This design comes from an exercise in tuning for small area, a short achievable clock period and few clock cycles per item on the open sky130 flow, not from production work. In this exercise RTL edits were held to simulation tests only and were not proved equivalent to the original. No activity file was given, so power comes from the tool's default toggle rates.

==> flow/design.v <==
module rbc #(
    parameter integer N_RX        = 32,
    parameter integer N_TX        = 32,
    parameter [7:0]   ESC_CHAR    = 8'h1B,
    parameter [7:0]   CANCEL_CHAR = 8'h18
) (
    input  wire        clk,
    input  wire        rst,
    input  wire        f_cmd_valid,
    input  wire [15:0] f_cmd,
    output wire        f_cmd_ready,
    output reg         f_rsp_valid,
    output wire [15:0] f_rsp,
    input  wire        a_enter,
    input  wire        a_leave,
    output reg         a_active,
    input  wire        a_cmd_valid,
    input  wire [15:0] a_cmd,
    output wire        a_cmd_ready,
    output reg         a_rsp_valid,
    output wire [15:0] a_rsp,
    input  wire        rx_valid,
    input  wire [7:0]  rx_byte,
    output wire        rx_ready,
    output wire        tx_valid,
    output wire [7:0]  tx_byte,
    input  wire        tx_ready,
    output reg         cancel_pulse,
    output wire        cancel_pend
);
    localparam [7:0] CR = 8'h0D;
    localparam [7:0] LF = 8'h0A;
    localparam [3:0] OP_NOP = 4'h0, OP_RD = 4'h1, OP_WR = 4'h2, OP_RXPOP = 4'h3,
                     OP_TXPUSH = 4'h4, OP_RXEMPTY = 4'h5, OP_TXFULL = 4'h6,
                     OP_FSTEP = 4'h7, OP_CTLR = 4'h8, OP_CTLS = 4'h9, OP_CTLC = 4'hA,
                     OP_STAT = 4'hB, OP_CACK = 4'hC, OP_PTRR = 4'hD;
    wire [255:0] rx_flat, tx_flat;    
    reg [4:0] rx_head, rx_tail;
    reg [4:0] tx_head, tx_tail;
    reg escf;
    reg cpend;
    reg rxie, txie, crlf, imask;
    reg [10:0] rsp;
    assign f_rsp = {5'b00000, rsp};
    assign a_rsp = {5'b00000, rsp};
    wire [7:0] ctrl = {4'b0000, imask, crlf, txie, rxie};
    wire rx_empty = (rx_head == rx_tail);
    wire rx_full  = (rx_head + 5'd1 == rx_tail);
    wire tx_empty = (tx_head == tx_tail);
    wire tx_full  = (tx_head + 5'd1 == tx_tail);
    wire tx_full2 = (tx_head + 5'd2 == tx_tail);    
    assign f_cmd_ready = !a_active;
    assign a_cmd_ready =  a_active;
    wire   accept      = a_active ? a_cmd_valid : f_cmd_valid;
    wire [15:0] w      = a_active ? a_cmd : f_cmd;
    wire   a_open      = a_enter && !a_active && !imask && !f_cmd_valid;
    wire   a_close     = a_leave &&  a_active && !a_cmd_valid;
    wire   wire_ok     = !a_active && !imask;
    assign rx_ready    = wire_ok && rxie;
    assign tx_valid    = wire_ok && txie && !tx_empty;
    assign tx_byte     = tx_flat[{tx_tail, 3'b000} +: 8];
    wire   rxp_step    = rx_valid && rx_ready;
    wire   txc_step    = tx_valid && tx_ready;
    assign cancel_pend = cpend;
    wire [3:0] op = w[15:12];
    wire [7:0] d  = w[7:0];
    wire z_ok  = (w[11:8] == 4'h0);
    wire d_z   = (d == 8'h00);
    wire is_nop    = (op == OP_NOP);
    wire is_rd     = (op == OP_RD) || (op == OP_RXPOP);
    wire is_wr     = (op == OP_WR);
    wire is_txpush = (op == OP_TXPUSH);
    wire is_rxemp  = (op == OP_RXEMPTY);
    wire is_txful  = (op == OP_TXFULL);
    wire is_fstep  = (op == OP_FSTEP);
    wire is_ctlr   = (op == OP_CTLR);
    wire is_ctls   = (op == OP_CTLS);
    wire is_ctlc   = (op == OP_CTLC);
    wire is_stat   = (op == OP_STAT);
    wire is_cack   = (op == OP_CACK);
    wire is_ptrr   = (op == OP_PTRR);
    wire no_operand = is_nop || is_rd || is_rxemp || is_txful || is_ctlr || is_stat || is_cack;
    wire legal = z_ok && (op[3:1] != 3'b111) &&
                 !(no_operand && !d_z) && !(is_ptrr && (d[7:3] != 5'd0));
    wire go = accept && legal;
    wire f_cancel = escf && (d == CANCEL_CHAR);
    wire f_none   = !escf && (d == ESC_CHAR);
    wire f_lit    = !f_cancel && !f_none;
    wire crlf_ins = crlf && (d == LF);
    wire push1 = go && !tx_full && ((is_wr && f_lit) || is_txpush);
    wire push2 = go && is_wr && crlf_ins && !tx_full && !tx_full2;
    wire [7:0] tx_d1 = (is_wr && crlf_ins) ? CR : d;
    wire [7:0] tx_d_even = tx_head[0] ? LF : tx_d1;
    wire [7:0] tx_d_odd  = tx_head[0] ? tx_d1 : LF;
    wire [4:0] tx_head1  = tx_head + 5'd1;
    wire [7:0] rx_q = rx_flat[{rx_tail, 3'b000} +: 8];
    wire [7:0] ptr_sel = (d[1:0] == 2'd0) ? {3'b000, tx_head} :
                         (d[1:0] == 2'd1) ? {3'b000, tx_tail} :
                         (d[1:0] == 2'd2) ? {3'b000, rx_tail} :
                                            {3'b000, rx_head};
    wire [7:0] ptr_val = d[2] ? (ptr_sel ^ (ptr_sel >> 1)) : ptr_sel;
    wire [7:0] status = {4'b0000, cpend, escf, !tx_full, !rx_empty};
    reg [10:0] rsp_next;
    always @(*) begin
        rsp_next = 11'h000;
        if (!legal) rsp_next = 11'h200;
        else if (is_rd) rsp_next = rx_empty ? 11'h000 : {3'b001, rx_q};
        else if (is_txpush) rsp_next = tx_full ? 11'h000 : 11'h100;
        else if (is_rxemp) rsp_next = {2'b00, rx_empty, 8'h00};
        else if (is_txful) rsp_next = {2'b00, tx_full, 8'h00};
        else if (is_fstep) rsp_next = f_cancel ? 11'h400 : f_none ? 11'h000 : {3'b001, d};
        else if (is_ctlr || is_ctls || is_ctlc) rsp_next = {3'b001, ctrl};
        else if (is_stat) rsp_next = {3'b001, status};
        else if (is_cack) rsp_next = {2'b00, cpend, 8'h00};
        else if (is_ptrr) rsp_next = {3'b001, ptr_val};
    end
    genvar gi;
    generate
        for (gi = 0; gi < 32; gi = gi + 1) begin : g_slot
            wire tx_we1 = push1 && (tx_head == gi);
            wire tx_we2 = push2 && (tx_head1 == gi);
            reg [7:0] tq, rq;
            always @(posedge clk) begin
                if (tx_we1 || tx_we2) tq <= (gi % 2 == 0) ? tx_d_even : tx_d_odd;
                if (rxp_step && !rx_full && (rx_head == gi)) rq <= rx_byte;
            end
            assign tx_flat[8*gi +: 8] = tq;
            assign rx_flat[8*gi +: 8] = rq;
        end
    endgenerate
    always @(posedge clk) begin
        if (rst) begin
            rx_head <= 5'd0; rx_tail <= 5'd0;
            tx_head <= 5'd0; tx_tail <= 5'd0;
            escf <= 1'b0; cpend <= 1'b0;
            rxie <= 1'b0; txie <= 1'b0; crlf <= 1'b1; imask <= 1'b0;
            a_active <= 1'b0;
            f_rsp_valid <= 1'b0; a_rsp_valid <= 1'b0;
            cancel_pulse <= 1'b0;
        end else begin
            f_rsp_valid  <= accept && !a_active;
            a_rsp_valid  <= accept &&  a_active;
            cancel_pulse <= go && (is_wr || is_fstep) && f_cancel;
            if (a_open)  a_active <= 1'b1;
            if (a_close) a_active <= 1'b0;
            if (rxp_step && !rx_full) rx_head <= rx_head + 5'd1;
            if (txc_step) tx_tail <= tx_tail + 5'd1;
            if (go && is_rd && !rx_empty) rx_tail <= rx_tail + 5'd1;
            if (push2) tx_head <= tx_head + 5'd2;
            else if (push1) tx_head <= tx_head + 5'd1;
            if (go && (is_wr || is_fstep)) begin
                escf <= f_none;
                if (f_cancel) cpend <= 1'b1;
            end
            if (go && is_cack) cpend <= 1'b0;
            if (go && is_wr && push1) txie <= 1'b1;
            if (go && is_ctls) {imask, crlf, txie, rxie} <= ctrl[3:0] | d[3:0];
            if (go && is_ctlc) {imask, crlf, txie, rxie} <= ctrl[3:0] & ~d[3:0];
        end
    end
    always @(posedge clk) rsp <= rsp_next;
endmodule
==> flow/run.sh <==
#!/bin/bash
# synth_recipe.tcl (not shown) runs the flow's synth.tcl, then flattens the netlist and writes it again
# the make line also repeats each setting of config.mk as NAME=value (left out here)
make -C /OpenROAD-flow-scripts/flow DESIGN_CONFIG=/design/flow/config.mk WORK_HOME=/design/flow/orfs CLKGATE_MAP_FILE= SYNTH_SCRIPT=/design/flow/synth_recipe.tcl finish
==> flow/config.mk <==
export PLATFORM = sky130hd
export DESIGN_NAME = rbc
export DESIGN_NICKNAME = rbc
export VERILOG_FILES = /design/flow/design.v
export SDC_FILE = /design/flow/constraint.sdc
export NUM_CORES = 4
export LEC_CHECK = 0
export CAP_MARGIN = 20
export CORE_MARGIN = 2
export CORE_UTILIZATION = 40
export PLACE_DENSITY = 0.6
export SLEW_MARGIN = 20
==> flow/constraint.sdc <==
create_clock -name core_clock -period 8.0 [get_ports {clk}]
set_input_delay 1.6000 -clock core_clock [delete_from_list [all_inputs] [get_ports {clk}]]
set_output_delay 1.6000 -clock core_clock [all_outputs]
set_load 0.01 [all_outputs]
==> qor.yml, run 1 <==
hold_path_class: "flop to flop"
ys_types: 82
ctsResizeCount: 0
start_kind: "flop"
crit_arrival_ns: 4.11
layout_common_cells: "edfxtp_1, mux4_2, clkdlybuf4s50_1"
p_leak_uw: 0.008244
seq_area_frac_synth_pct: 68.49
end_kind: "output pin"
grt_pass1_wl_um: 86530
syn_inst: 1293
synth-seq-cells: 553
crit_required_ns: 6.40
slew_viol_final: 0
synthFlopType: "edfxtp_1"
period_minus_slack_ns: 5.708
cts_setup_buffers: 0
dieArea_um2: 61080
totalPowerFinal_uw: 5824
start_util_pct: 40.30
fin_nets: 1444
drt-vias-per-instance: 5.730
diodes: 0
finalCritPeriodShare_pct: 71.35
worst_slew_pin_slew_ns: 1.169
core-area_um2: 58690
timing.final.ws_setup_ns: 2.292
outcome: "finished clean"
clkLatencyLatePin_ns: 0.60
finalSetupViolations: 0
place.gp.congestion: 0.8367
power_frac_comb_pct: 2.7
num_vias: 12580
areaGrowthSynthToFinish_pct: 14.26
route.detailed.drc: 0
swShare_pct: 20.14
drt_iter0_drc: 1175
fillers: 4975
hpwl_um: 37800
grt_setup_unrepaired: "false"
path_class: "flop to output pin"
grt_max_degree: 71
synthArstFlopShare_pct: 0
switchingPower_uw: 1173
seqPwrFrac_pct: 54.2
cts_buffers: 54
portBuffers: 86
drt-total-wl_um: 58190
routedWlPerCell_um: 26.50
intPower_uw: 4651
antenna_left: 0
cts_buffer_depth: 3
pin_count: 97
antenna_found_initial: 0
tns_ns: 0
drt_first_pass_iters: 5
hold_viol: 0
num_rows: 89
yosys_warnings: 1
maxSlewHeadroom_pct: 21.96
mostFrequentLayoutCell: "edfxtp_1"
skew_ns: 0.02031
netlist_area_um2: 23650
pre_cts_slack_ns: 2.653
p_clk_share_pct: 43.0
fmax_mhz: 175.2
cp_max_fo: 39
grt_pass1_vias: 12710
synth_enable_flop_cells: 512
cts_root_buf: "clkbuf_16"
peakVddDrop_mv: 0.1997
clkTransAtPathRegs_ns: 0.06
die_y_um: 247.1
holdBufCountCts: 0
syn_avg_cell_area_um2: 18.29
drv_cap: 0
htree_levels: 2
power_density_nw_per_um2: 215.6
drive_above_1_share_pct: 24.03
grt_usage_pct: 19.45
grt_overflow: 0
cts.sinks: 553
cts_tree: "yes"
chipWidth_um: 247.1
[cell type report]
class | instances | area [µm²] | area share [%]
inverter | 16 | 60.06 | 0.2223
sequential | 553 | 16210 | 59.99
multi-input combinational | 636 | 6993 | 25.88
tap | 773 | 967.2 | 3.580
clock inverter | 25 | 282.8 | 1.047
clock buffer | 74 | 1436 | 5.316
timing repair buffer | 119 | 1071 | 3.964
[final timing paths]
path,start,endpoint,slack [ns],cells past startpoint
min,flop,flop,0.49,2
min reg2reg,flop,flop,0.49,2
max reg2reg,tx_head[0],g_slot[7].tq[6],3.31,10
max,tx_tail[0],tx_byte[0],2.29,5
[cell usage after synthesis (all sizes together), types with 7 or more instances]
cell    count  share of area, %
and2       13              0.35
nor4        8              0.30
clkbuf     47              0.75
mux4      160                15
buf        50               1.4
nand4      14              0.52
nand2      46              0.73
ha         16              0.85
nor3       10              0.21
edfxtp    512                65
inv        15              0.24
xor2       16              0.62
xnor2      16              0.59
o32ai      16              0.59
mux2i      36               1.7
o21ai      16              0.34
nand3      17              0.36
mux2       18              0.86
a31oi      11              0.32
nor2       80               1.3
and3        7              0.19
dfxtp      41               3.5
a21oi      29              0.66
o22ai      18              0.48
[per-layer routing]
layer	global-route usage, %	up-vias	wire (µm)	share of wire [%]
li1	-	5437	-	-
met1	27.92	6607	25610	44
met2	31.24	449	28260	49
met3	2.789	90	2998	5.2
met4	5.032	0	1321	2.3
met5	0	-	0	0
[cell families after synthesis]
logic type / synth area share [%]
multiplexers: 17.75
flip-flops: 68.49
other: 0.01586
XOR/XNOR: 1.407
adder cells (fa/ha/maj): 0.8466
AO/OA/AOI/OAI: 4.101
buffers and inverters: 2.360
AND/OR/NAND/NOR: 5.032
[metrics by stage]
stage	util, %	instances	hold slack [ns]	instance area [µm²]
3_3_place_gp	43.06	2093	0.4647	25270
5_1_grt	46.04	2196	0.5160	27020
4_1_cts	45.99	2193	0.4885	26990
6_report	46.04	2196	0.4914	27020
2_1_floorplan	-	1302	0.4495	23680
3_5_place_dp	43.06	2094	0.4783	25270
[state kept, by name (all words and copies together), names as in the netlist, 5 cells and up, named ones only]
signal,cells
tx_head,5
rx_head,5
tx_tail,5
rx_tail,5
g_slot.tq,256
rsp,11
g_slot.rq,256
[worst max-delay path, cell delays in order, from the launching register on]
cell	delay [ns]
dfxtp_4	0.88
buf_4	0.66
mux4_2	0.62
mux4_2	0.48
mux2_2	0.30
clkdlybuf4s50_1	0.50
[power groups by stage]
stage	combinational, µW	sequential (µW)	clock (µW)
2_1_floorplan	77.6	3220	0
3_3_place_gp	157	3220	0
3_5_place_dp	159	3220	0
4_1_cts	160	3160	2560
5_1_grt	170	3160	2670
6_report	159	3160	2510
Testbench counts, summed over its fixed seeds: cycles 77,611, commands 38,712.
==> run 2, diff against run 1 <==
--- a/flow/design.v
+++ b/flow/design.v
@@ -8,7 +8,7 @@
     input  wire        rst,
     input  wire        f_cmd_valid,
     input  wire [15:0] f_cmd,
-    output wire        f_cmd_ready,
+    output reg         f_cmd_ready,
     output reg         f_rsp_valid,
     output wire [15:0] f_rsp,
     input  wire        a_enter,
@@ -21,9 +21,9 @@
     output wire [15:0] a_rsp,
     input  wire        rx_valid,
     input  wire [7:0]  rx_byte,
-    output wire        rx_ready,
-    output wire        tx_valid,
-    output wire [7:0]  tx_byte,
+    output reg         rx_ready,
+    output reg         tx_valid,
+    output reg  [7:0]  tx_byte,
     input  wire        tx_ready,
     output reg         cancel_pulse,
     output wire        cancel_pend
@@ -37,6 +37,7 @@
     wire [255:0] rx_flat, tx_flat;    
     reg [4:0] rx_head, rx_tail;
     reg [4:0] tx_head, tx_tail;
+    reg       tx_ne;                  
     reg escf;
     reg cpend;
     reg rxie, txie, crlf, imask;
@@ -46,19 +47,14 @@
     wire [7:0] ctrl = {4'b0000, imask, crlf, txie, rxie};
     wire rx_empty = (rx_head == rx_tail);
     wire rx_full  = (rx_head + 5'd1 == rx_tail);
-    wire tx_empty = (tx_head == tx_tail);
     wire tx_full  = (tx_head + 5'd1 == tx_tail);
     wire tx_full2 = (tx_head + 5'd2 == tx_tail);    
-    assign f_cmd_ready = !a_active;
-    assign a_cmd_ready =  a_active;
+    wire tx_last  = (tx_tail + 5'd1 == tx_head);    
+    assign a_cmd_ready = a_active;
     wire   accept      = a_active ? a_cmd_valid : f_cmd_valid;
     wire [15:0] w      = a_active ? a_cmd : f_cmd;
     wire   a_open      = a_enter && !a_active && !imask && !f_cmd_valid;
     wire   a_close     = a_leave &&  a_active && !a_cmd_valid;
-    wire   wire_ok     = !a_active && !imask;
-    assign rx_ready    = wire_ok && rxie;
-    assign tx_valid    = wire_ok && txie && !tx_empty;
-    assign tx_byte     = tx_flat[{tx_tail, 3'b000} +: 8];
     wire   rxp_step    = rx_valid && rx_ready;
     wire   txc_step    = tx_valid && tx_ready;
     assign cancel_pend = cpend;
@@ -93,13 +89,15 @@
     wire [7:0] tx_d_even = tx_head[0] ? LF : tx_d1;
     wire [7:0] tx_d_odd  = tx_head[0] ? tx_d1 : LF;
     wire [4:0] tx_head1  = tx_head + 5'd1;
+    wire [255:0] tx_rot = {tx_flat[7:0], tx_flat[255:8]};
+    wire [7:0]   tx_q1  = tx_rot[{tx_tail, 3'b000} +: 8];
     wire [7:0] rx_q = rx_flat[{rx_tail, 3'b000} +: 8];
     wire [7:0] ptr_sel = (d[1:0] == 2'd0) ? {3'b000, tx_head} :
                          (d[1:0] == 2'd1) ? {3'b000, tx_tail} :
                          (d[1:0] == 2'd2) ? {3'b000, rx_tail} :
                                             {3'b000, rx_head};
     wire [7:0] ptr_val = d[2] ? (ptr_sel ^ (ptr_sel >> 1)) : ptr_sel;
-    wire [7:0] status = {4'b0000, cpend, escf, !tx_full, !rx_empty};
+    wire [7:0] status = {4'b0000, cpend, escf, tx_full ? 1'b0 : 1'b1, !rx_empty};
     reg [10:0] rsp_next;
     always @(*) begin
         rsp_next = 11'h000;
@@ -128,21 +126,35 @@
             assign rx_flat[8*gi +: 8] = rq;
         end
     endgenerate
+    wire a_active_n = a_open ? 1'b1 : a_close ? 1'b0 : a_active;
+    reg [3:0] ctrl_n;     
+    always @(*) begin
+        ctrl_n = {imask, crlf, txie | (push1 && is_wr), rxie};
+        if (go && is_ctls) ctrl_n = ctrl[3:0] | d[3:0];
+        if (go && is_ctlc) ctrl_n = ctrl[3:0] & ~d[3:0];
+    end
+    wire tx_ne_n = push1 || (tx_ne && !(txc_step && tx_last));
     always @(posedge clk) begin
         if (rst) begin
             rx_head <= 5'd0; rx_tail <= 5'd0;
             tx_head <= 5'd0; tx_tail <= 5'd0;
+            tx_ne <= 1'b0;
             escf <= 1'b0; cpend <= 1'b0;
             rxie <= 1'b0; txie <= 1'b0; crlf <= 1'b1; imask <= 1'b0;
-            a_active <= 1'b0;
+            a_active <= 1'b0; f_cmd_ready <= 1'b1;
+            rx_ready <= 1'b0; tx_valid <= 1'b0;
             f_rsp_valid <= 1'b0; a_rsp_valid <= 1'b0;
             cancel_pulse <= 1'b0;
         end else begin
             f_rsp_valid  <= accept && !a_active;
             a_rsp_valid  <= accept &&  a_active;
             cancel_pulse <= go && (is_wr || is_fstep) && f_cancel;
-            if (a_open)  a_active <= 1'b1;
-            if (a_close) a_active <= 1'b0;
+            a_active    <= a_active_n;
+            f_cmd_ready <= !a_active_n;
+            {imask, crlf, txie, rxie} <= ctrl_n;
+            rx_ready <= !a_active_n && !ctrl_n[3] && ctrl_n[0];
+            tx_valid <= !a_active_n && !ctrl_n[3] && ctrl_n[1] && tx_ne_n;
+            tx_ne    <= tx_ne_n;
             if (rxp_step && !rx_full) rx_head <= rx_head + 5'd1;
             if (txc_step) tx_tail <= tx_tail + 5'd1;
             if (go && is_rd && !rx_empty) rx_tail <= rx_tail + 5'd1;
@@ -153,10 +165,11 @@
                 if (f_cancel) cpend <= 1'b1;
             end
             if (go && is_cack) cpend <= 1'b0;
-            if (go && is_wr && push1) txie <= 1'b1;
-            if (go && is_ctls) {imask, crlf, txie, rxie} <= ctrl[3:0] | d[3:0];
-            if (go && is_ctlc) {imask, crlf, txie, rxie} <= ctrl[3:0] & ~d[3:0];
         end
+    end
+    always @(posedge clk) begin
+        if (push1 && (!tx_ne || (txc_step && tx_last))) tx_byte <= tx_d1;
+        else if (txc_step) tx_byte <= tx_q1;
     end
     always @(posedge clk) rsp <= rsp_next;
 endmodule
--- a/flow/config.mk
+++ b/flow/config.mk
@@ -9,4 +9,5 @@
 export CORE_MARGIN = 2
 export CORE_UTILIZATION = 40
 export PLACE_DENSITY = 0.6
+export SETUP_SLACK_MARGIN = 5
 export SLEW_MARGIN = 20
==> run 2 against run 1 <==
Still clean on timing, DRC and antenna. Hold slack worse by 0.011 ns. Core utilization grew 4.8 points. Worst setup slack improved by 2.0 ns. Cell count rose by 6.4%. Clock-buffer cell count shrank 7. Clock power grew 12%. First-iteration DRC count rose by 11%. Total power is 7.3% higher. Critical endpoint is now g_slot[2].tq[5]. Largest cell class unchanged.
==> qor.yml, run 2 <==
top_regs: "g_slot.rq: 256 flops, g_slot.tq: 256 flops, rsp: 11 flops"
drt-vias-per-instance: 5.761
end_kind: "flop"
grt_pass1_vias: 13560
skew_ns: 0.04009
ys_types: 72
grt_overflow: 0
crit_chain: "dlygate4sd2_1, nor4_1, a22o_1, o211a_4, o31ai_4, or4b_4, or3_4, o22ai_4, buf_12"
period_minus_slack_ns: 3.673
cts.sinks: 565
antenna_found_initial: 0
core-area_um2: 59020
grt_pass1_wl_um: 89700
cp_slowest_cell: "or4b_4"
slowest_delay_ns: 0.55
netlist_area_um2: 23870
worst_slew_pin_slew_ns: 1.072
switchingPower_uw: 1314
cts_root_buf: "clkbuf_16"
power_density_nw_per_um2: 208.2
areaGrowthSynthToFinish_pct: 25.73
layout_common_cells: "edfxtp_1, mux4_2, buf_4"
grt_max_degree: 51
tns_ns: 0
synth_commonest_cells: "edfxtp_1, mux4_2, nor2_1"
syn_avg_cell_area_um2: 18.00
syn_inst: 1326
cp_max_fo: 8
hold_path_class: "flop to flop"
synth_enable_flop_cells: 520
routedWlPerCell_um: 26.57
portBuffers: 86
route.detailed.drc: 0
power_frac_comb_pct: 3.4
maxSlewHeadroom_pct: 28.45
synth-seq-cells: 565
peakVddDrop_mv: 0.2454
swShare_pct: 21.04
timing.final.ws_setup_ns: 4.327
grt_setup_unrepaired: "true"
finalCritPeriodShare_pct: 45.91
cts_buffers: 57
pin_count: 97
p_clk_share_pct: 45.1
clkTransAtPathRegs_ns: 0.07
chipWidth_um: 248.3
grt_usage_pct: 20.02
pre_cts_slack_ns: 2.285
synth.most_common_cell: "edfxtp_1"
num_vias: 13460
drt-total-wl_um: 62080
cts_buffer_depth: 3
place.gp.congestion: 0.9021
die_y_um: 248.3
cts_tree: "yes"
drive_above_1_share_pct: 38.00
fillers: 4729
mostFrequentLayoutCell: "edfxtp_1"
hold_viol: 0
synthFlopType: "edfxtp_1"
clkLatencyLatePin_ns: 0.62
finalSetupViolations: 0
yosys_warnings: 1
start_kind: "primary input"
antenna_left: 0
p_leak_uw: 0.009612
slew_viol_final: 0
diodes: 0
intPower_uw: 4933
holdBufCountCts: 0
synth.area.top_cells: "edfxtp_1, mux4_2, dfxtp_1, mux2i_1, nor2_1"
holdWs_ns: 0.4801
path_class: "primary input to flop"
r2r_slack_ns: 4.50
fmax_mhz: 272.3
dieArea_um2: 61650
seq_area_frac_synth_pct: 69.18
yosys.area.top_type: "edfxtp_1"
synthArstFlopShare_pct: 0
drt_first_pass_iters: 5
fin_nets: 1579
hpwl_um: 37730
crit_required_ns: 8.33
crit_arrival_ns: 4.00
drv_cap: 0
drt_iter0_drc: 1310
htree_levels: 2
num_rows: 89
seqPwrFrac_pct: 51.5
start_util_pct: 40.45
outcome: "finished clean"
synth_top_area_share_pct: 65.41
## run 2: cell types whose count changed in the layout (fill, tap and decap cells not counted), sizes merged, moves of 16 or more
cell / delta
buf: +120
clkdlybuf4s50: -73
dlygate4sd2: +43
nand2: +24
o22ai: +18
o32ai: -16
## run 2: worst paths after layout
check	startpoint	endpoint	cells after the start
hold reg to reg	cpend	cpend	2
hold / removal	cpend	cpend	2
setup reg to reg	tx_head[4]	g_slot[2].tq[5]	9
setup / recovery	a_cmd[8]	g_slot[2].tq[5]	9
## run 2: timing repair
action                                  4_1_cts  5_1_grt
gates resized for setup                     324       72
endpoints found under the setup margin      696      585
cloned                                        4        3
setup buffers                                85       22
pin swaps                                    67       26
## run 2: area by class of cell
| class | instances | area (µm²) | share of cell area, % |
|---|---|---|---|
| Clock buffer | 67 | 1558 | 5.190 |
| Tap cell | 773 | 967.2 | 3.222 |
| Sequential cell | 565 | 16550 | 55.13 |
| Inverter | 15 | 60.06 | 0.2001 |
| Timing Repair Buffer | 212 | 2364 | 7.874 |
| Multi-Input combinational cell | 664 | 8050 | 26.82 |
| Clock inverter | 40 | 469.2 | 1.563 |
## run 2: worst max-delay path, delay by kind of cell
| family | cells | cell delay, ns |
|---|---|---|
| buf+inv | 2 | 0.41 |
| compound gates | 4 | 0.72 |
| simple gates | 3 | 1.26 |
## run 2: power by group through the flow
stage               clock network (µW)  logic [µW]  registers (µW)
floorplan                            0        79.1            3280
global placement                     0         161            3280
detailed placement                   0         164            3280
CTS                               2880         200            3220
global route                      2990         224            3220
finish                            2820         211            3220
## run 2: cells by family after synthesis
logic type | share of synthesized area, %
flip-flops | 69.18
multiplexers | 16.97
adder cells (fa/ha/maj) | 0.8386
buffers and inverters | 2.254
AND/OR/NAND/NOR | 5.414
other | 0.01571
AO/OA/AOI/OAI | 3.695
XOR/XNOR | 1.635
## run 2: stage by stage
step | cells | area (µm²) | total power (µW) | util (%)
detailed placement | 2115 | 25730 | 3446 | 43.60
global placement | 2115 | 25740 | 3442 | 43.61
CTS | 2311 | 29520 | 6295 | 50.02
global route | 2336 | 30020 | 6424 | 50.86
floorplan | 1335 | 24250 | 3361 | -
finish | 2336 | 30020 | 6248 | 50.86
## run 2: metal layers
layer | up-vias | track usage [%] | wire [µm]
met5 | - | 0 | 0
met4 | 0 | 7.178 | 2178
met3 | 125 | 3.900 | 4296
met2 | 549 | 31.07 | 29290
met1 | 7040 | 28.27 | 26310
li1 | 5744 | - | -
Testbench counts of run 2, summed over its fixed seeds: cycles 77,611, commands 38,712.
==> run 3, diff against run 2 <==
--- a/flow/config.mk
+++ b/flow/config.mk
@@ -9,5 +9,4 @@
 export CORE_MARGIN = 2
 export CORE_UTILIZATION = 40
 export PLACE_DENSITY = 0.6
-export SETUP_SLACK_MARGIN = 5
 export SLEW_MARGIN = 20
==> run 3 against run 2 <==
Sequential share of layout area is 5.5 points higher. Clock skew rose by 0.0067 ns. Routed wire length fell by 6.1%. Fmax is 31% lower. Still clean on timing, DRC and antenna.
==> qor.yml, run 3 <==
chipWidth_um: 248.3
ctsResizeCount: 0
drv_cap: 0
start_util_pct: 40.45
timing.final.ws_setup_ns: 2.714
synth_enable_flop_cells: 520
cts_buffers: 56
cts_setup_buffers: 0
grt_usage_pct: 18.99
cts_tree: "yes"
whs_path_depth: 2
crit_required_ns: 8.25
pin_count: 97
drt-vias-per-instance: 5.705
slew_viol_final: 0
cts.sinks: 565
htree_levels: 2
r2r-end: "g_slot[3].tq[0]"
portBuffers: 86
place.gp.congestion: 0.8970
synth_top_area_share_pct: 65.41
mostFrequentLayoutCell: "edfxtp_1"
p_leak_uw: 0.008509
p_clk_share_pct: 43.8
synthArstFlopShare_pct: 0
grt_overflow: 0
netlist_area_um2: 23870
power_frac_comb_pct: 2.7
r2r_cells: 8
slowest_delay_ns: 0.76
yosys_warnings: 1
holdBufCountCts: 0
end_kind: "flop"
synth_commonest_cells: "edfxtp_1, mux4_2, nor2_1"
synth-seq-cells: 565
power_density_nw_per_um2: 220.5
r2r_slack_ns: 3.22
pre_cts_slack_ns: 2.129
num_vias: 12670
cts_root_buf: "clkbuf_16"
crit_arrival_ns: 5.54
yosys.area.top_type: "edfxtp_1"
drt-total-wl_um: 58300
grt_pass1_vias: 12710
synthFlopType: "edfxtp_1"
drt_first_pass_iters: 5
cp_top_family: "simple AND/OR/NAND/NOR gates"
route.detailed.drc: 0
die_y_um: 248.3
crit_chain: "clkdlybuf4s50_1, mux2i_2, o211ai_1, nor4_1, o31ai_4, or4b_4, or3_1, o22ai_1"
grt_max_degree: 66
grt_pass1_wl_um: 85160
outcome: "finished clean"
fillers: 5027
skew_ns: 0.04682
worst_slew_pin_slew_ns: 1.157
maxSlewHeadroom_pct: 22.78
antenna_left: 0
synth.area.top_cells: "edfxtp_1, mux4_2, dfxtp_1, mux2i_1, nor2_1"
whs_endpoint: "rxie"
post-route-util_pct: 46.20
diodes: 0
hp-start: "rxie"
grt_setup_unrepaired: "false"
finalSetupViolations: 0
top_regs: "g_slot.rq: 256 flops, g_slot.tq: 256 flops, rsp: 11 flops"
crit_buf_inv: 1
fin_nets: 1467
core-area_um2: 59020
syn_avg_cell_area_um2: 18.00
path_class: "primary input to flop"
intPower_uw: 4773
clkTransAtPathRegs_ns: 0.06
hpwl_um: 37970
dieArea_um2: 61650
clkLatencyLatePin_ns: 0.63
start_kind: "primary input"
cp_slowest_cell: "o22ai_1"
tns_ns: 0
layout_common_cells: "edfxtp_1, mux4_2, clkdlybuf4s50_1"
syn_inst: 1326
period_minus_slack_ns: 5.286
r2r-start: "a_active"
synth.most_common_cell: "edfxtp_1"
num_rows: 89
drt_iter0_drc: 1240
hold_viol: 0
hold_path_class: "flop to flop"
ys_types: 72
antenna_found_initial: 0
cp_max_fo: 20
areaGrowthSynthToFinish_pct: 14.22
drive_above_1_share_pct: 21.70
peakVddDrop_mv: 0.2092
swShare_pct: 20.63
cts_buffer_depth: 3
switchingPower_uw: 1241
fmax_mhz: 189.2
seq_area_frac_synth_pct: 69.18
routedWlPerCell_um: 26.26
finalCritPeriodShare_pct: 66.08
seqPwrFrac_pct: 53.5
==> run 3: cell types whose count changed in the layout (fill, tap and decap cells not counted), moves of 13 or more <==
cell             before  now
buf_4                67   15
buf_6                24    2
nor2_4               15    2
clkdlybuf4s50_1       6   78
nor2_2               21    8
o22ai_1               5   36
dlygate4sd2_1        43    0
nor2_1               42   68
and2_4               13    0
buf_12               36    0
o22ai_4              30    0
and2_1                5   21
==> run 3: power by group through the flow <==
stage	Clock, µW	Sequential [µW]	Combinational, µW
2_1_floorplan	0	3280	74.2
3_3_place_gp	0	3280	157
3_5_place_dp	0	3280	161
4_1_cts	2680	3220	162
5_1_grt	2790	3220	172
6_report	2630	3220	162
==> run 3: layer usage <==
metal	vias up	share of wire [%]	GRT usage [%]
met1	6584	44	27.67
met4	0	2.5	5.672
met3	87	7.1	3.857
li1	5489	-	-
met5	-	0	0
met2	505	47	28.94
==> run 3: cell families (layout without fill, tap and decap cells) <==
kind of cell               Yosys count  after routing  synth area share, %
adders and majority gates           16             16               0.8386
and+or+nand+nor                    257            257                5.414
buffers and inverters              108            220                2.254
xor gates and xnor gates            43             43                1.635
AOI/OAI and AO/OA                  130            130                3.695
other                                1             10              0.01571
muxes                              206            206                16.97
DFF                                565            565                69.18
==> run 3: worst max path at each step <==
stage / start / to / slack, ns / cells after the start
3_3_place_gp: f_cmd[7] / g_slot[2].tq[1] / 2.19 / 8
3_5_place_dp: a_cmd[7] / g_slot[3].tq[1] / 2.13 / 8
5_1_grt: a_cmd[7] / g_slot[3].tq[0] / 2.55 / 8
2_1_floorplan: a_cmd[5] / g_slot[0].tq[0] / 3.70 / 8
4_1_cts: f_cmd[7] / g_slot[3].tq[6] / 2.76 / 8
6_report: f_cmd[7] / g_slot[3].tq[0] / 2.71 / 8
==> run 3: layout make-up <==
cell class                      instances  area, µm²  area share, %
Sequential cell                       565      16530          60.61
Multi-Input combinational cell        662       6899          25.30
Clock buffer                           66       1495          5.483
Tap cell                              773      967.2          3.547
Timing Repair Buffer                  103      955.9          3.506
Clock inverter                         36      366.6          1.344
Inverter                               15      56.30         0.2065
==> run 3: metrics by stage <==
| stage | cells | instance area, µm² | power [µW] | hold slack [ns] |
|---|---|---|---|---|
| after detailed placement | 2117 | 25420 | 3442 | 0.4784 |
| after global placement | 2117 | 25420 | 3439 | 0.4668 |
| after CTS | 2219 | 27280 | 6064 | 0.4885 |
| final | 2220 | 27270 | 6014 | 0.5001 |
| after floorplan | 1335 | 23910 | 3356 | 0.4503 |
| after global routing | 2220 | 27270 | 6180 | 0.5034 |
==> run 3: worst reg2reg max path: cells and delay by family (launching register included) <==
family / cells / cell delay, ns
AND/OR/NAND/NOR: 3 / 1.70
AO/OA/AOI/OAI: 3 / 1.33
buffers and inverters: 1 / 0.47
multiplexers: 1 / 0.59
flip-flops: 1 / 0.31
==> run 4, diff against run 3 <==
--- a/flow/design.v
+++ b/flow/design.v
@@ -86,11 +86,23 @@
     wire push1 = go && !tx_full && ((is_wr && f_lit) || is_txpush);
     wire push2 = go && is_wr && crlf_ins && !tx_full && !tx_full2;
     wire [7:0] tx_d1 = (is_wr && crlf_ins) ? CR : d;
-    wire [7:0] tx_d_even = tx_head[0] ? LF : tx_d1;
-    wire [7:0] tx_d_odd  = tx_head[0] ? tx_d1 : LF;
-    wire [4:0] tx_head1  = tx_head + 5'd1;
+    reg       pw1, pw2;
+    reg [4:0] pw_slot;
+    reg [7:0] pw_data;
+    always @(posedge clk) begin
+        pw1     <= push1;
+        pw2     <= push2;
+        pw_slot <= tx_head;
+        pw_data <= tx_d1;
+    end
+    wire [7:0] tx_d_even = pw_slot[0] ? LF : pw_data;
+    wire [7:0] tx_d_odd  = pw_slot[0] ? pw_data : LF;
+    wire [4:0] pw_slot1  = pw_slot + 5'd1;
+    wire [4:0]   tx_tail1 = tx_tail + 5'd1;
     wire [255:0] tx_rot = {tx_flat[7:0], tx_flat[255:8]};
-    wire [7:0]   tx_q1  = tx_rot[{tx_tail, 3'b000} +: 8];
+    wire [7:0]   tx_m1  = tx_rot[{tx_tail, 3'b000} +: 8];
+    wire [7:0]   tx_q1  = (pw1 && pw_slot  == tx_tail1) ? pw_data :
+                          (pw2 && pw_slot1 == tx_tail1) ? LF : tx_m1;
     wire [7:0] rx_q = rx_flat[{rx_tail, 3'b000} +: 8];
     wire [7:0] ptr_sel = (d[1:0] == 2'd0) ? {3'b000, tx_head} :
                          (d[1:0] == 2'd1) ? {3'b000, tx_tail} :
@@ -115,8 +127,8 @@
     genvar gi;
     generate
         for (gi = 0; gi < 32; gi = gi + 1) begin : g_slot
-            wire tx_we1 = push1 && (tx_head == gi);
-            wire tx_we2 = push2 && (tx_head1 == gi);
+            wire tx_we1 = pw1 && (pw_slot == gi);
+            wire tx_we2 = pw2 && (pw_slot1 == gi);
             reg [7:0] tq, rq;
             always @(posedge clk) begin
                 if (tx_we1 || tx_we2) tq <= (gi % 2 == 0) ? tx_d_even : tx_d_odd;
--- a/flow/config.mk
+++ b/flow/config.mk
@@ -9,4 +9,5 @@
 export CORE_MARGIN = 2
 export CORE_UTILIZATION = 40
 export PLACE_DENSITY = 0.6
+export SETUP_SLACK_MARGIN = 4.7
 export SLEW_MARGIN = 20
==> run 4 against run 3 <==
Clock skew down 0.017 ns. Sequential power up 2%. Combinational power rose by 14%. Hold slack improved by 0.0050 ns. Register-to-register slack gained 1.6 ns. Critical endpoint is now tx_valid. Largest cell class unchanged. Highest routed layer unchanged.
==> qor.yml, run 4 <==
top_layer: "met4"
cts_buffers: 60
whs_path_depth: 0
seqPwrFrac_pct: 52.2
seq_area_frac_synth_pct: 68.31
netlist_area_um2: 24620
holdBufCountCts: 0
synth_top_family_by_area: "multiplexers"
grt_max_degree: 45
layout_common_cells: "edfxtp_1, mux4_2, nand2_1"
wl_met1_um: 26910
cts.sinks: 580
num_rows: 90
ys_types: 78
chipWidth_um: 252.1
path_class: "primary input to flop"
yosys.area_share.xor_xnor_pct: 2.038
synth-compound-area-share_pct: 4.758
multi_input_area_um2: 7781
cts_buffer_depth: 3
cts_tree: "yes"
start_kind: "primary input"
grt_pass1_vias: 13850
slew_viol_final: 0
antenna_found_initial: 2
grt_setup_unrepaired: "true"
areaGrowthSynthToFinish_pct: 18.33
grt_overflow: 0
place.gp.congestion: 0.9118
crit_required_ns: 8.51
cts_root_buf: "clkbuf_16"
peakVddDrop_mv: 0.1728
end_kind: "flop"
grt_pass1_wl_um: 92170
antenna_left: 0
power_density_nw_per_um2: 217.0
maxSlewHeadroom_pct: 24.11
pin_count: 97
fin_nets: 1604
drt-vias-per-instance: 5.696
drv_cap: 0
regArea_um2: 16840
start_util_pct: 40.63
p_clk_share_pct: 44.9
synth_top_area_share_pct: 63.43
dieArea_um2: 63540
synth.most_common_cell: "edfxtp_1"
r2r-end: "g_slot[19].tq[4]"
r2r_cells: 7
synth-seq-cells: 580
cp_max_fo: 4
drt-total-wl_um: 61590
whs_endpoint: "pw_slot[0]"
skew_ns: 0.02951
synthMuxAreaShare_pct: 15.92
core-area_um2: 60580
p_leak_uw: 0.009432
fmax_mhz: 305.0
hpwl_um: 38860
portBuffers: 86
intPower_uw: 5020
mostFrequentLayoutCell: "edfxtp_1"
fillers: 5054
synthFlopType: "edfxtp_1"
power_frac_comb_pct: 2.9
hp-start: "tx_head[0]"
synth_enable_flop_cells: 520
top_regs: "g_slot.rq: 256 flops, g_slot.tq: 256 flops, rsp: 11 flops"
routedWlPerCell_um: 25.96
num_vias: 13510
post-route-util_pct: 48.08
route.detailed.drc: 0
syn_avg_cell_area_um2: 17.47
die_y_um: 252.1
drt_first_pass_iters: 6
clkLatencyLatePin_ns: 0.63
synthArstFlopShare_pct: 0
finalCritPeriodShare_pct: 40.98
wl_met2_um: 29310
r2r_slack_ns: 4.82
clkTransAtPathRegs_ns: 0.06
finalSetupViolations: 0
hold_viol: 0
synth_adder_area_share_pct: 0.8641
yosys_warnings: 1
synth.area.top_cells: "edfxtp_1, mux4_2, dfxtp_1, mux2i_1, nand2_1"
switchingPower_uw: 1300
synth_commonest_cells: "edfxtp_1, mux4_2, nand2_1"
drive_above_1_share_pct: 27.90
synth-simple-area-share_pct: 5.693
swShare_pct: 20.56
r2r-start: "pw_slot[0]"
hold_path_class: "flop to flop"
tns_ns: 0
drt_iter0_drc: 1358
worst_slew_pin_slew_ns: 1.133
route.met3.wl_um: 3834
htree_levels: 2
crit_arrival_ns: 3.79
yosys.area.top_type: "edfxtp_1"
grt_usage_pct: 19.50
outcome: "finished clean"
period_minus_slack_ns: 3.279
syn_inst: 1409
run 4: cell count changes in the layout (fill, tap and decap cells not counted), sizes merged, moves of 11 or more:
| cell | previous run | this run |
|---|---|---|
| buf | 25 | 77 |
| clkinv | 29 | 18 |
| dfxtp | 45 | 60 |
| dlygate4sd2 | 0 | 18 |
| a21oi | 21 | 40 |
| nor2 | 78 | 67 |
| clkbuf | 66 | 82 |
| clkdlybuf4s50 | 78 | 51 |
run 4: stage by stage:
step	setup WS (ns)	cells	cell area [µm²]	total power, µW	hold slack, ns
2_1_floorplan	4.428	1418	24760	3438	0.3258
3_3_place_gp	3.360	2212	26290	3522	0.5005
3_5_place_dp	3.261	2214	26320	3525	0.4985
4_1_cts	4.675	2366	28920	6361	0.5105
5_1_grt	4.641	2370	29120	6491	0.5290
6_report	4.721	2372	29130	6319	0.5052
run 4: cell families after synthesis:
logic type | Yosys count
buffers and inverters | 120
XOR/XNOR | 50
other | 1
AO/OA/AOI/OAI | 164
adder cells (fa/ha/maj) | 17
multiplexers | 202
AND/OR/NAND/NOR | 275
flip-flops | 580
run 4: layer usage:
metal / up-vias / track usage, %
met5: - / 0
met4: 0 / 5.444
met3: 84 / 3.198
met2: 424 / 31.33
met1: 7103 / 27.60
li1: 5899 / -
run 4: cell type report:
type	instances	share of cell area [%]
clock inverters	30	1.160
flip-flops and latches	580	57.83
inverters	21	0.2706
well taps	782	3.359
clock buffers	81	5.739
diodes	2	0.01718
repair buffers	157	4.914
multi-input cells	719	26.71
run 4: timing repair:
item / 4_1_cts / 5_1_grt
pin swaps: 15 / 9
endpoints found under the setup margin: 414 / 324
gates cloned: 1 / 0
setup buffers: 40 / 3
resized for setup: 81 / 57
run 4: how the worst max path moves through the flow:
stage / startpoint / cells after the start / slack (ns) / to
after global routing: a_cmd[4] / 9 / 4.64 / tx_head[4]
after global placement: f_cmd[0] / 8 / 3.36 / tx_byte[1]
after CTS: rx_head[1] / 9 / 4.68 / g_slot[17].rq[7]
after floorplan: f_cmd[15] / 8 / 4.43 / tx_head[3]
final: a_cmd[6] / 9 / 4.72 / tx_valid
after detailed placement: f_cmd[0] / 8 / 3.26 / tx_byte[3]
run 4: power groups by stage:
stage	clock [µW]	combinational (µW)	sequential, µW
after floorplan	0	74.6	3360
after global placement	0	152	3370
after detailed placement	0	155	3370
after CTS	2880	181	3300
after global routing	3000	196	3300
final	2840	185	3300
run 4: worst max-delay path, cell delays in order:
cell	delay, ns
dlygate4sd2_1	0.28
nor3b_4	0.26
buf_6	0.14
o22ai_4	0.08
a2111oi_4	0.47
nand4_1	0.25
o21ai_2	0.28
nand2_2	0.15
nor4_2	0.27
Testbench counts of run 4, summed over its fixed seeds: cycles 77,611, commands 38,712.
==> run 5, diff against run 4 <==
--- a/flow/config.mk
+++ b/flow/config.mk
@@ -7,7 +7,7 @@
 export LEC_CHECK = 0
 export CAP_MARGIN = 20
 export CORE_MARGIN = 2
-export CORE_UTILIZATION = 40
-export PLACE_DENSITY = 0.6
-export SETUP_SLACK_MARGIN = 4.7
+export CORE_UTILIZATION = 55
+export PLACE_DENSITY = 0.75
+export SETUP_SLACK_MARGIN = 5
 export SLEW_MARGIN = 20
==> run 5 against run 4 <==
Still clean. Sequential power is essentially flat. Clock skew is 0.0019 ns lower. Combinational power barely moved. Critical path type unchanged.
==> qor.yml, run 5 <==
outcome: "finished clean"
grt_pass1_vias: 14300
cts_buffer_depth: 3
synth-seq-cells: 580
cp_max_fo: 4
netlist_area_um2: 24620
drt_iter0_drc: 1588
diodes: 0
antenna_found_initial: 0
clkTransAtPathRegs_ns: 0.06
hp-start: "cpend"
period_minus_slack_ns: 3.122
syn_inst: 1409
cts_buffers: 56
finalCritPeriodShare_pct: 39.03
crit_chain: "buf_2, mux2i_4, buf_6, nor3_4, a2111oi_4, buf_4, nand4_1, buf_4, o21ai_2, o221a_4, nor4_2"
slew_viol_final: 0
p_leak_uw: 0.009614
die_y_um: 215.6
areaGrowthSynthToFinish_pct: 18.17
yosys.area.top_type: "edfxtp_1"
place.gp.congestion: 0.8998
top_regs: "g_slot.rq: 256 flops, g_slot.tq: 256 flops, rsp: 11 flops"
ys_types: 78
crit_buf_inv: 4
dieArea_um2: 46460
end_kind: "flop"
cp_slowest_cell: "a2111oi_4"
crit_arrival_ns: 3.60
worst_slew_pin_slew_ns: 0.7810
skew_ns: 0.02763
fmax_mhz: 320.3
hpwl_um: 36540
synth.area.top_cells: "edfxtp_1, mux4_2, dfxtp_1, mux2i_1, nand2_1"
yosys_warnings: 1
slowest_delay_ns: 0.42
grt_setup_unrepaired: "true"
portBuffers: 86
peakVddDrop_mv: 0.2049
crit_required_ns: 8.48
r2r-end: "tx_byte[3]"
power_density_nw_per_um2: 207.2
synth.most_common_cell: "edfxtp_1"
crit_top_cell: "buf_4"
fin_nets: 1629
synth_commonest_cells: "edfxtp_1, mux4_2, nand2_1"
fillers: 2870
start_util_pct: 55.67
synthFlopType: "edfxtp_1"
start_kind: "primary input"
layout_common_cells: "edfxtp_1, mux4_2, buf_4"
seq_area_frac_synth_pct: 68.31
chipWidth_um: 215.6
tns_ns: 0
grt_overflow: 0
dp.cells: 2028
pin_count: 97
r2r_cells: 7
antenna_left: 0
cp_top_family: "compound AO/OA/AOI/OAI gates"
drv_cap: 0
grt_max_degree: 70
grt_usage_pct: 26.37
path_class: "primary input to flop"
whs_endpoint: "cpend"
drt-vias-per-instance: 6.397
syn_avg_cell_area_um2: 17.47
core-area_um2: 44220
synth_top_area_share_pct: 63.43
htree_levels: 2
cts_tree: "yes"
route.detailed.drc: 0
grt_pass1_wl_um: 91070
mostFrequentLayoutCell: "edfxtp_1"
synth_enable_flop_cells: 520
r2r_slack_ns: 5.10
hold_path_class: "flop to flop"
num_vias: 14070
stdcell_count: 2199
cts.sinks: 580
r2r-start: "tx_head[1]"
whs_path_depth: 2
clkLatencyLatePin_ns: 0.61
routedWlPerCell_um: 27.67
cts_root_buf: "clkbuf_16"
synthArstFlopShare_pct: 0
drt_first_pass_iters: 5
hold_viol: 0
drive_above_1_share_pct: 32.61
num_rows: 77
maxSlewHeadroom_pct: 47.93
finalSetupViolations: 0
drt-total-wl_um: 60850
==> run 5: cell counts after synthesis <==
No cell type changed its count.
==> run 5: worst max path at each step <==
stage,start,to,slack [ns],depth (start not counted)
CTS,f_cmd[5],tx_byte[1],4.98,8
floorplan,f_cmd[15],tx_head[3],4.43,8
finish,f_cmd[15],tx_valid,4.88,11
global route,a_cmd[8],tx_valid,4.84,10
global placement,a_cmd[1],tx_byte[3],3.16,8
detailed placement,a_cmd[1],tx_byte[1],3.00,8
==> run 5: repair_timing <==
item	CTS	global route
hold buffers	0	0
pin swaps	28	24
endpoints found under the hold margin	0	0
buffers inserted	55	11
resized for setup	254	64
gates cloned	3	0
setup endpoints to repair	519	293
==> run 5: routing by layer <==
layer	part of all wire, %	GRT usage, %
met1	39	36.34
met2	49	42.46
met3	7.7	4.665
met4	3.8	10.25
met5	0	0
==> run 5: cells by family (layout without fill, tap and decap cells) <==
group | Yosys count | in the layout | synth area share [%]
AOI/OAI and AO/OA | 164 | 164 | 4.758
xor gates and xnor gates | 50 | 50 | 2.038
adders and majority gates | 17 | 17 | 0.8641
buffers and inverters | 120 | 307 | 2.399
DFF | 580 | 580 | 68.31
muxes | 202 | 202 | 15.92
other | 1 | 10 | 0.01523
and+or+nand+nor | 275 | 277 | 5.693
==> run 5: tightest hold or removal path: cells and delay by family (launching register included) <==
family	cells	cell delay [ns]
AO/OA/AOI/OAI	1	0.07
buffers and inverters	1	0.09
flip-flops	1	0.33
==> run 5: power by group <==
group	internal, µW	switching, µW
combinational	67.5	118
sequential	3290	6.43
clock	1430	1110
total	4790	1240
==> run 5: layout make-up <==
cell class / instances / area [µm²] / area share, %
tap: 592 / 740.7 / 2.546
multi-input combinational: 720 / 8066 / 27.73
sequential: 580 / 16840 / 57.91
clock inverter: 30 / 250.2 / 0.8603
inverter: 21 / 78.83 / 0.2710
timing repair buffer: 185 / 1628 / 5.596
clock buffer: 71 / 1479 / 5.084
==> run 5: metrics by stage <==
stage | cell area, µm² | hold WS [ns] | utilization [%] | worst slack, ns | total power [µW]
4_1_cts | 28760 | 0.5178 | 65.03 | 4.979 | 6035
5_1_grt | 29090 | 0.5600 | 65.78 | 4.835 | 6170
2_1_floorplan | 24840 | 0.3258 | - | 4.428 | 3438
6_report | 29090 | 0.5248 | 65.78 | 4.878 | 6027
3_3_place_gp | 26140 | 0.4905 | 59.11 | 3.161 | 3510
3_5_place_dp | 26150 | 0.5130 | 59.14 | 3.004 | 3514
==> run 6, diff against run 5 <==
--- a/flow/config.mk
+++ b/flow/config.mk
@@ -8,6 +8,8 @@
 export CAP_MARGIN = 20
 export CORE_MARGIN = 2
 export CORE_UTILIZATION = 55
+export CTS_BUF_LIST = sky130_fd_sc_hd__clkbuf_8
+export CTS_CLUSTER_SIZE = 20
 export PLACE_DENSITY = 0.75
 export SETUP_SLACK_MARGIN = 5
 export SLEW_MARGIN = 20
==> run 6 against run 5 <==
Still clean on timing, DRC and antenna. Register-to-register slack hardly changed. Clock-buffer cell count rose by 26. Sequential power is essentially flat. Clock skew fell by 0.0076 ns. Critical endpoint is now tx_byte[3]. Highest routed layer unchanged.
==> qor.yml, run 6 <==
outcome: "finished clean"
pin_count: 97
clkTransAtPathRegs_ns: 0.07
synth_enable_flop_cells: 520
drv_cap: 0
mostFrequentLayoutCell: "edfxtp_1"
tns_ns: 0
yosys_warnings: 1
r2r_slack_ns: 5.11
start_util_pct: 55.67
p_leak_uw: 0.009739
hold_viol: 0
cts.sinks: 580
cp_slowest_cell: "or3b_4"
yosys.area.top_type: "edfxtp_1"
seq_area_frac_synth_pct: 68.31
drt_first_pass_iters: 8
syn_inst: 1409
maxSlewHeadroom_pct: 27.86
ys_types: 78
routedWlPerCell_um: 26.66
antenna_left: 0
areaGrowthSynthToFinish_pct: 17.60
finalCritPeriodShare_pct: 37.74
start_kind: "primary input"
crit_arrival_ns: 3.45
drt-vias-per-instance: 6.226
path_class: "primary input to flop"
crit_chain: "buf_6, or3b_4, a211oi_4, a2111oi_4, o211ai_4, and3b_2, buf_12, buf_4, a21o_1"
power_density_nw_per_um2: 198.7
core-area_um2: 44220
chipWidth_um: 215.6
worst_slew_pin_slew_ns: 1.080
syn_avg_cell_area_um2: 17.47
netlist_area_um2: 24620
intPower_uw: 4508
drt_iter0_drc: 1669
cts_buffers: 91
switchingPower_uw: 1245
grt_max_degree: 70
synth.area.top_cells: "edfxtp_1, mux4_2, dfxtp_1, mux2i_1, nand2_1"
crit_required_ns: 8.44
num_vias: 14100
fmax_mhz: 331.3
synth_top_area_share_pct: 63.43
period_minus_slack_ns: 3.019
synthArstFlopShare_pct: 0
grt_pass1_wl_um: 90050
cts_buffer_depth: 3
top_regs: "g_slot.rq: 256 flops, g_slot.tq: 256 flops, rsp: 11 flops"
hold_path_class: "flop to flop"
cts_root_buf: "clkbuf_8"
synthFlopType: "edfxtp_1"
htree_levels: 3
swShare_pct: 21.64
grt_pass1_vias: 14310
dieArea_um2: 46460
slew_viol_final: 0
cp_max_fo: 5
seqPwrFrac_pct: 57.4
grt_setup_unrepaired: "true"
peakVddDrop_mv: 0.1846
die_y_um: 215.6
end_kind: "flop"
drive_above_1_share_pct: 32.66
num_rows: 77
antenna_found_initial: 0
grt_overflow: 0
cts_tree: "yes"
p_clk_share_pct: 39.4
slowest_delay_ns: 0.40
power_frac_comb_pct: 3.2
synth_commonest_cells: "edfxtp_1, mux4_2, nand2_1"
synth-seq-cells: 580
synth.most_common_cell: "edfxtp_1"
grt_usage_pct: 26.12
route.detailed.drc: 0
layout_common_cells: "edfxtp_1, mux4_2, clkbuf_8"
portBuffers: 86
finalSetupViolations: 0
holdWs_ns: 0.5376
clkLatencyLatePin_ns: 0.68
fin_nets: 1667
hpwl_um: 36540
skew_ns: 0.02001
place.gp.congestion: 0.8998
drt-total-wl_um: 60390
run 6: per-layer routing:
layer	routed length, µm	track usage [%]
met4	2588	10.55
met3	4872	5.624
met5	0	0
met1	23750	35.56
met2	29170	41.59
run 6: power groups by stage:
stage | clock network (µW) | logic, µW | registers [µW]
6_report | 2270 | 183 | 3300
3_5_place_dp | 0 | 142 | 3370
3_3_place_gp | 0 | 139 | 3370
5_1_grt | 2430 | 192 | 3300
2_1_floorplan | 0 | 75.0 | 3360
4_1_cts | 2300 | 173 | 3300
run 6: cell type report:
type | count | area, µm²
Timing Repair Buffer | 188 | 1687
Inverter | 21 | 78.83
Antenna cell | 1 | 2.502
Tap cell | 592 | 740.7
Clock inverter | 66 | 294.0
Multi-Input combinational cell | 720 | 7970
Clock buffer | 97 | 1335
Fill cell | 2913 | 15270
Sequential cell | 580 | 16840
run 6: cells by family after synthesis:
kind of cell | share of synthesized area, %
AOI/OAI and AO/OA | 4.758
xor gates and xnor gates | 2.038
adders and majority gates | 0.8641
buffers and inverters | 2.399
DFF | 68.31
muxes | 15.92
other | 0.01523
and+or+nand+nor | 5.693
run 6: path summary, 6_finish.rpt:
path                            startpoint  cells past startpoint    endpoint
worst max-delay path             f_cmd[13]                      9  tx_byte[3]
worst min register to register       cpend                      2       cpend
worst max register to register  tx_head[2]                      8  tx_byte[1]
worst min-delay path                 cpend                      2       cpend
run 6: stage by stage:
stage	total power [µW]	instance area (µm²)	utilization, %	cells	worst slack (ns)
6_report	5753	28950	65.46	2265	4.981
5_1_grt	5921	28950	65.46	2264	4.943
4_1_cts	5779	28660	64.81	2245	4.968
3_5_place_dp	3514	26150	59.14	2028	3.004
3_3_place_gp	3510	26140	59.11	2026	3.161
2_1_floorplan	3438	24840	-	1418	4.428
run 6: what timing repair did:
action | in CTS | in global routing
gates resized for setup | 216 | 78
pin swaps | 29 | 23
setup buffers | 51 | 18
hold buffers | 0 | 0
cloned | 3 | 1
endpoints found under the setup margin | 517 | 159
run 6: critical path: cells and delay by family:
family | cells | cell delay, ns
AO/OA/AOI/OAI | 4 | 0.76
AND/OR/NAND/NOR | 2 | 0.70
buffers and inverters | 3 | 0.37
==> run 7, diff against run 6 <==
--- a/flow/config.mk
+++ b/flow/config.mk
@@ -8,8 +8,8 @@
 export CAP_MARGIN = 20
 export CORE_MARGIN = 2
 export CORE_UTILIZATION = 55
-export CTS_BUF_LIST = sky130_fd_sc_hd__clkbuf_8
-export CTS_CLUSTER_SIZE = 20
+export CTS_CLUSTER_DIAMETER = 100
+export CTS_CLUSTER_SIZE = 30
 export PLACE_DENSITY = 0.75
 export SETUP_SLACK_MARGIN = 5
 export SLEW_MARGIN = 20
==> run 7 against run 6 <==
Routed wire length decreased by 3.6%. Clock skew increased by 0.016 ns. Clock power fell by 37%. Synthesized cell count stayed put. Area after synthesis unchanged. Register-to-register slack worse by 0.03 ns. Final area decreased by 3.6%. Core utilization shrank 2.3 points.
==> qor.yml, run 7 <==
outcome: "finished clean"
synth_enable_flop_cells: 520
totalPowerFinal_uw: 4914
pin_count: 97
drive_above_1_share_pct: 30.03
start_util_pct: 55.67
synthFlopType: "edfxtp_1"
hp-start: "cpend"
fmax_mhz: 321.5
num_rows: 77
grt_util_met2_pct: 39.97
cts.sinks: 580
busiest_layer: "met2"
cts_buffer_depth: 3
end_kind: "flop"
grt_setup_unrepaired: "true"
cts_root_buf: "clkbuf_16"
grt_overflow: 0
place.gp.congestion: 0.8998
portBuffers: 86
layout_common_cells: "edfxtp_1, mux4_2, buf_4"
drv_cap: 0
yosys_warnings: 1
r2r-start: "tx_tail[1]"
power_density_nw_per_um2: 176.1
hold_viol: 0
cts_tree: "yes"
synth.most_common_cell: "edfxtp_1"
core-area_um2: 44220
antenna_found_initial: 0
holdBufCountCts: 0
syn_inst: 1409
hpwl_um: 36540
routedWlPerCell_um: 27.29
slowest_delay_ns: 0.48
chipWidth_um: 215.6
top_regs: "g_slot.rq: 256 flops, g_slot.tq: 256 flops, rsp: 11 flops"
synth_commonest_cells: "edfxtp_1, mux4_2, nand2_1"
cts_buffers: 23
synthArstFlopShare_pct: 0
syn_avg_cell_area_um2: 17.47
synth_top_area_share_pct: 63.43
crit_arrival_ns: 3.57
start_kind: "primary input"
drt-vias-per-instance: 6.427
num_vias: 13720
finalCritPeriodShare_pct: 38.89
path_class: "primary input to flop"
grt_max_degree: 70
diodes: 0
grt_usage_pct: 25.10
grt_pass1_wl_um: 87420
die_y_um: 215.6
peakVddDrop_mv: 0.2277
htree_levels: 1
drt_iter0_drc: 1785
p_leak_uw: 0.009033
skew_ns: 0.03624
use_met1_pct: 35.67
route.detailed.drc: 0
yosys.area.top_type: "edfxtp_1"
areaGrowthSynthToFinish_pct: 13.38
netlist_area_um2: 24620
ys_types: 78
slew_viol_final: 0
seq_area_frac_synth_pct: 68.31
antenna_left: 0
crit_start: "f_cmd[15]"
synth-seq-cells: 580
grt_pass1_vias: 13750
crit_chain: "buf_6, mux2i_4, buf_6, a211oi_4, a2111oi_4, buf_4, nand4_1, buf_4, o21ai_2, o221a_4, nor4_4"
synth.area.top_cells: "edfxtp_1, mux4_2, dfxtp_1, mux2i_1, nand2_1"
period_minus_slack_ns: 3.111
hold_path_class: "flop to flop"
use_met3_pct: 3.890
drt-total-wl_um: 58240
clkTransAtPathRegs_ns: 0.12
cp_max_fo: 4
drt_first_pass_iters: 7
finalSetupViolations: 0
worst_slew_pin_slew_ns: 1.053
clkLatencyLatePin_ns: 0.58
cp_slowest_cell: "a2111oi_4"
fin_nets: 1591
dieArea_um2: 46460
mostFrequentLayoutCell: "edfxtp_1"
crit_required_ns: 8.46
maxSlewHeadroom_pct: 29.68
tns_ns: 0
## run 7: final timing paths
check	end	slack (ns)	cells past startpoint
max	tx_valid	4.89	11
min	cpend	0.53	2
max reg2reg	tx_byte[5]	5.08	10
min reg2reg	cpend	0.53	2
## run 7: critical path: cells and delay by family
family          cells  cell delay (ns)
mux                 1             0.21
buf+inv             4             0.64
simple gates        2             0.19
compound gates      4             0.92
## run 7: cells by family after synthesis
group           count (synthesis)  synth area share (%)
flops                         580                 68.31
simple gates                  275                 5.693
mux                           202                 15.92
compound gates                164                 4.758
buf+inv                       120                 2.399
xor+xnor                       50                 2.038
fa+ha+maj                      17                0.8641
other cells                     1               0.01523
## run 7: layout make-up
class	instances	area [µm²]
repair buffers	180	1577
flip-flops and latches	580	16840
inverters	21	78.83
clock buffers	39	635.6
well taps	592	740.7
multi-input cells	720	8010
clock inverters	2	25.02
fillers	3027	16310
## run 7: timing repair
action,4_1_cts,5_1_grt
pin swaps,28,15
gates resized for setup,271,43
buffers inserted,56,6
endpoints found under the setup margin,519,239
gates cloned,3,0
hold endpoints to repair,0,0
## run 7: power breakdown
| group | switching (µW) | internal, µW | leakage, µW |
|---|---|---|---|
| logic | 116 | 66.0 | 0.00328 |
| registers | 6.61 | 3290 | 0.00544 |
| clock network | 877 | 559 | 0.000314 |
| total | 1000 | 3910 | 0.00903 |
## run 7: per-stage QoR
| stage | worst slack [ns] | hold WS, ns | std cells | instance area [µm²] | utilization (%) |
|---|---|---|---|---|---|
| 2_1_floorplan | 4.428 | 0.3258 | 1418 | 24840 | - |
| 3_3_place_gp | 3.161 | 0.4905 | 2026 | 26140 | 59.11 |
| 3_5_place_dp | 3.004 | 0.5130 | 2028 | 26150 | 59.14 |
| 4_1_cts | 4.973 | 0.5248 | 2128 | 27690 | 62.62 |
| 5_1_grt | 4.841 | 0.5713 | 2134 | 27910 | 63.12 |
| 6_report | 4.889 | 0.5303 | 2134 | 27910 | 63.12 |
## run 7: routing by layer
metal	part of all wire, %	routed length, µm
met1	40	23080
met2	48	28200
met3	7.8	4571
met4	4.1	2393
met5	0	0
==> run 8, diff against run 7 <==
--- a/flow/config.mk
+++ b/flow/config.mk
@@ -8,7 +8,7 @@
 export CAP_MARGIN = 20
 export CORE_MARGIN = 2
 export CORE_UTILIZATION = 55
-export CTS_CLUSTER_DIAMETER = 100
+export CTS_CLUSTER_DIAMETER = 60
 export CTS_CLUSTER_SIZE = 30
 export PLACE_DENSITY = 0.75
 export SETUP_SLACK_MARGIN = 5
==> run 8 against run 7 <==
Sequential cell count did not move. Non-clock buffer count rose by 8. Core utilization rose by 1.6 points. Clock-buffer cell count fell by 1. Cell count rose by 1.5%. Routed wire length rose by 2.7%. Via count rose by 1.7%. First-iteration DRC count fell by 9.2%.
==> qor.yml, run 8 <==
yosys.area.top_type: "edfxtp_1"
synth_commonest_cells: "edfxtp_1, mux4_2, nand2_1"
crit_arrival_ns: 3.60
path_class: "primary input to flop"
hpwl_um: 36540
outcome: "finished clean"
place_area_um2: 26150
dieArea_um2: 46460
drive_above_1_share_pct: 32.38
ys_types: 78
clkTransAtPathRegs_ns: 0.07
synth.most_common_cell: "edfxtp_1"
yosys_warnings: 1
synthFlopType: "edfxtp_1"
period_minus_slack_ns: 3.174
grt_usage_pct: 25.77
synth_enable_flop_cells: 520
areaGrowthSynthToFinish_pct: 16.32
routedWlPerCell_um: 27.60
peakVddDrop_mv: 0.2123
cp_max_fo: 4
synth-seq-cells: 580
pin_count: 97
synth_top_area_share_pct: 63.43
route.detailed.drc: 0
grt_setup_unrepaired: "true"
place.gp.congestion: 0.8998
cts_root_buf: "clkbuf_16"
chipWidth_um: 215.6
finalSetupViolations: 0
synth.area.top_cells: "edfxtp_1, mux4_2, dfxtp_1, mux2i_1, nand2_1"
post-route-util_pct: 64.75
diodes: 0
fmax_mhz: 315.1
crit_required_ns: 8.43
drt-vias-per-instance: 6.439
end_kind: "flop"
slew_viol_final: 0
num_vias: 13950
layout_common_cells: "edfxtp_1, mux4_2, buf_4"
grt_pass1_wl_um: 89380
grt_pass1_vias: 14080
mostFrequentLayoutCell: "edfxtp_1"
antenna_left: 0
portBuffers: 86
drt_first_pass_iters: 6
cts_tree: "yes"
synthArstFlopShare_pct: 0
stdcell_area_um2: 28630
die_y_um: 215.6
crit_chain: "buf_2, mux2i_4, buf_6, a211oi_4, a2111oi_4, buf_4, nand4_1, buf_6, o21ai_2, o221a_4, nor4_2"
finalCritPeriodShare_pct: 39.67
hold_path_class: "flop to flop"
worst_slew_pin_slew_ns: 1.102
tns_ns: 0
drt-total-wl_um: 59810
p_leak_uw: 0.009386
cp_slowest_cell: "a2111oi_4"
maxSlewHeadroom_pct: 26.39
top_regs: "g_slot.rq: 256 flops, g_slot.tq: 256 flops, rsp: 11 flops"
totalPowerFinal_uw: 5563
syn_avg_cell_area_um2: 17.47
fin_nets: 1612
grt_overflow: 0
cts_buffer_depth: 3
netlist_area_um2: 24620
slowest_delay_ns: 0.50
skew_ns: 0.04846
holdBufCountCts: 0
drt_iter0_drc: 1621
syn_inst: 1409
drv_cap: 0
cts_buffers: 36
hold_viol: 0
start_kind: "primary input"
antenna_found_initial: 0
num_rows: 77
core-area_um2: 44220
start_util_pct: 55.67
cts.sinks: 580
seq_area_frac_synth_pct: 68.31
clkLatencyLatePin_ns: 0.59
crit_top_cell: "buf_6"
grt_max_degree: 70
power_density_nw_per_um2: 194.3
htree_levels: 2
==> run 8: cell type report <==
| type | instances | area, µm² |
|---|---|---|
| clock buffer | 38 | 929.6 |
| sequential | 580 | 16840 |
| multi-input combinational | 720 | 8045 |
| fill | 2917 | 15590 |
| tap | 592 | 740.7 |
| timing repair buffer | 188 | 1662 |
| clock inverter | 28 | 336.6 |
| inverter | 21 | 78.83 |
==> run 8: power by group <==
part / internal, µW / switching (µW)
sequential: 3290 / 6.79
clock: 1000 / 1070
combinational: 70.3 / 119
total: 4360 / 1200
==> run 8: worst paths after layout <==
path                    from         end  slack, ns  cells past startpoint
setup / recovery   f_cmd[15]    tx_valid       4.83                     11
hold / removal         cpend       cpend       0.52                      2
setup reg to reg  tx_tail[1]  tx_byte[6]       5.05                     10
hold reg to reg        cpend       cpend       0.52                      2
==> run 8: cell families after synthesis <==
logic type,count (synthesis),share of synthesized area (%)
other,1,0.01523
XOR/XNOR,50,2.038
multiplexers,202,15.92
adder cells (fa/ha/maj),17,0.8641
buffers and inverters,120,2.399
AO/OA/AOI/OAI,164,4.758
flip-flops,580,68.31
AND/OR/NAND/NOR,275,5.693
==> run 8: metal layers <==
| layer | part of all wire, % | vias to the layer above | routed length (µm) | track usage (%) |
|---|---|---|---|---|
| met3 | 8.5 | 146 | 5075 | 4.806 |
| met5 | 0 | - | 0 | 0 |
| met4 | 3.9 | 0 | 2344 | 9.678 |
| li1 | - | 5885 | - | - |
| met2 | 49 | 722 | 29080 | 41.18 |
| met1 | 39 | 7200 | 23310 | 35.79 |
==> run 8: stage by stage <==
stage | hold WS, ns | cells | setup slack (ns)
finish | 0.5235 | 2167 | 4.826
global route | 0.5626 | 2167 | 4.786
CTS | 0.5186 | 2154 | 4.937
detailed placement | 0.5130 | 2028 | 3.004
global placement | 0.4905 | 2026 | 3.161
floorplan | 0.3258 | 1418 | 4.428
==> run 8: worst max-delay path: cells and delay by family <==
kind | cells | cell delay [ns]
AO/OA/AOI/OAI | 4 | 0.89
buffers and inverters | 4 | 0.66
AND/OR/NAND/NOR | 2 | 0.24
multiplexers | 1 | 0.20
==> run 8: repair_timing <==
item | 4_1_cts | 5_1_grt
endpoints found under the setup margin | 517 | 283
resized for setup | 278 | 54
gates cloned | 2 | 1
setup buffers | 58 | 12
pin swaps | 31 | 18

static timing again, ports no longer ideal:
The results above use ideal ports. As a check the final layouts listed here were re-extracted and re-timed, cells and wires unchanged.
Step 1, drivers: a clkbuf_16 drives clk and a buf_2 each remaining input, both assumed.
Step 2 times the ports against the registers' clock, not the clock port: input delays grow and output delays shrink by t, the midpoint of the rising clock arrivals with the driver on.
Slacks: ideal ports / drivers / drivers and shift; pairs: ideal ports / drivers.
run	t (ns)	setup WS [ns]
run 1	0.653	2.292 / 2.234 / 2.696
run 2	0.671	4.327 / 4.347 / 3.675
run 3	0.666	2.714 / 2.748 / 2.082
run 4	0.665	4.721 / 4.740 / 4.075
run 5	0.659	4.878 / 4.908 / 4.249
run 6	0.724	4.981 / 4.999 / 4.275
run 7	0.628	4.889 / 4.906 / 4.278
run 8	0.629	4.826 / 4.860 / 4.232
After both steps every run listed still meets setup and hold.
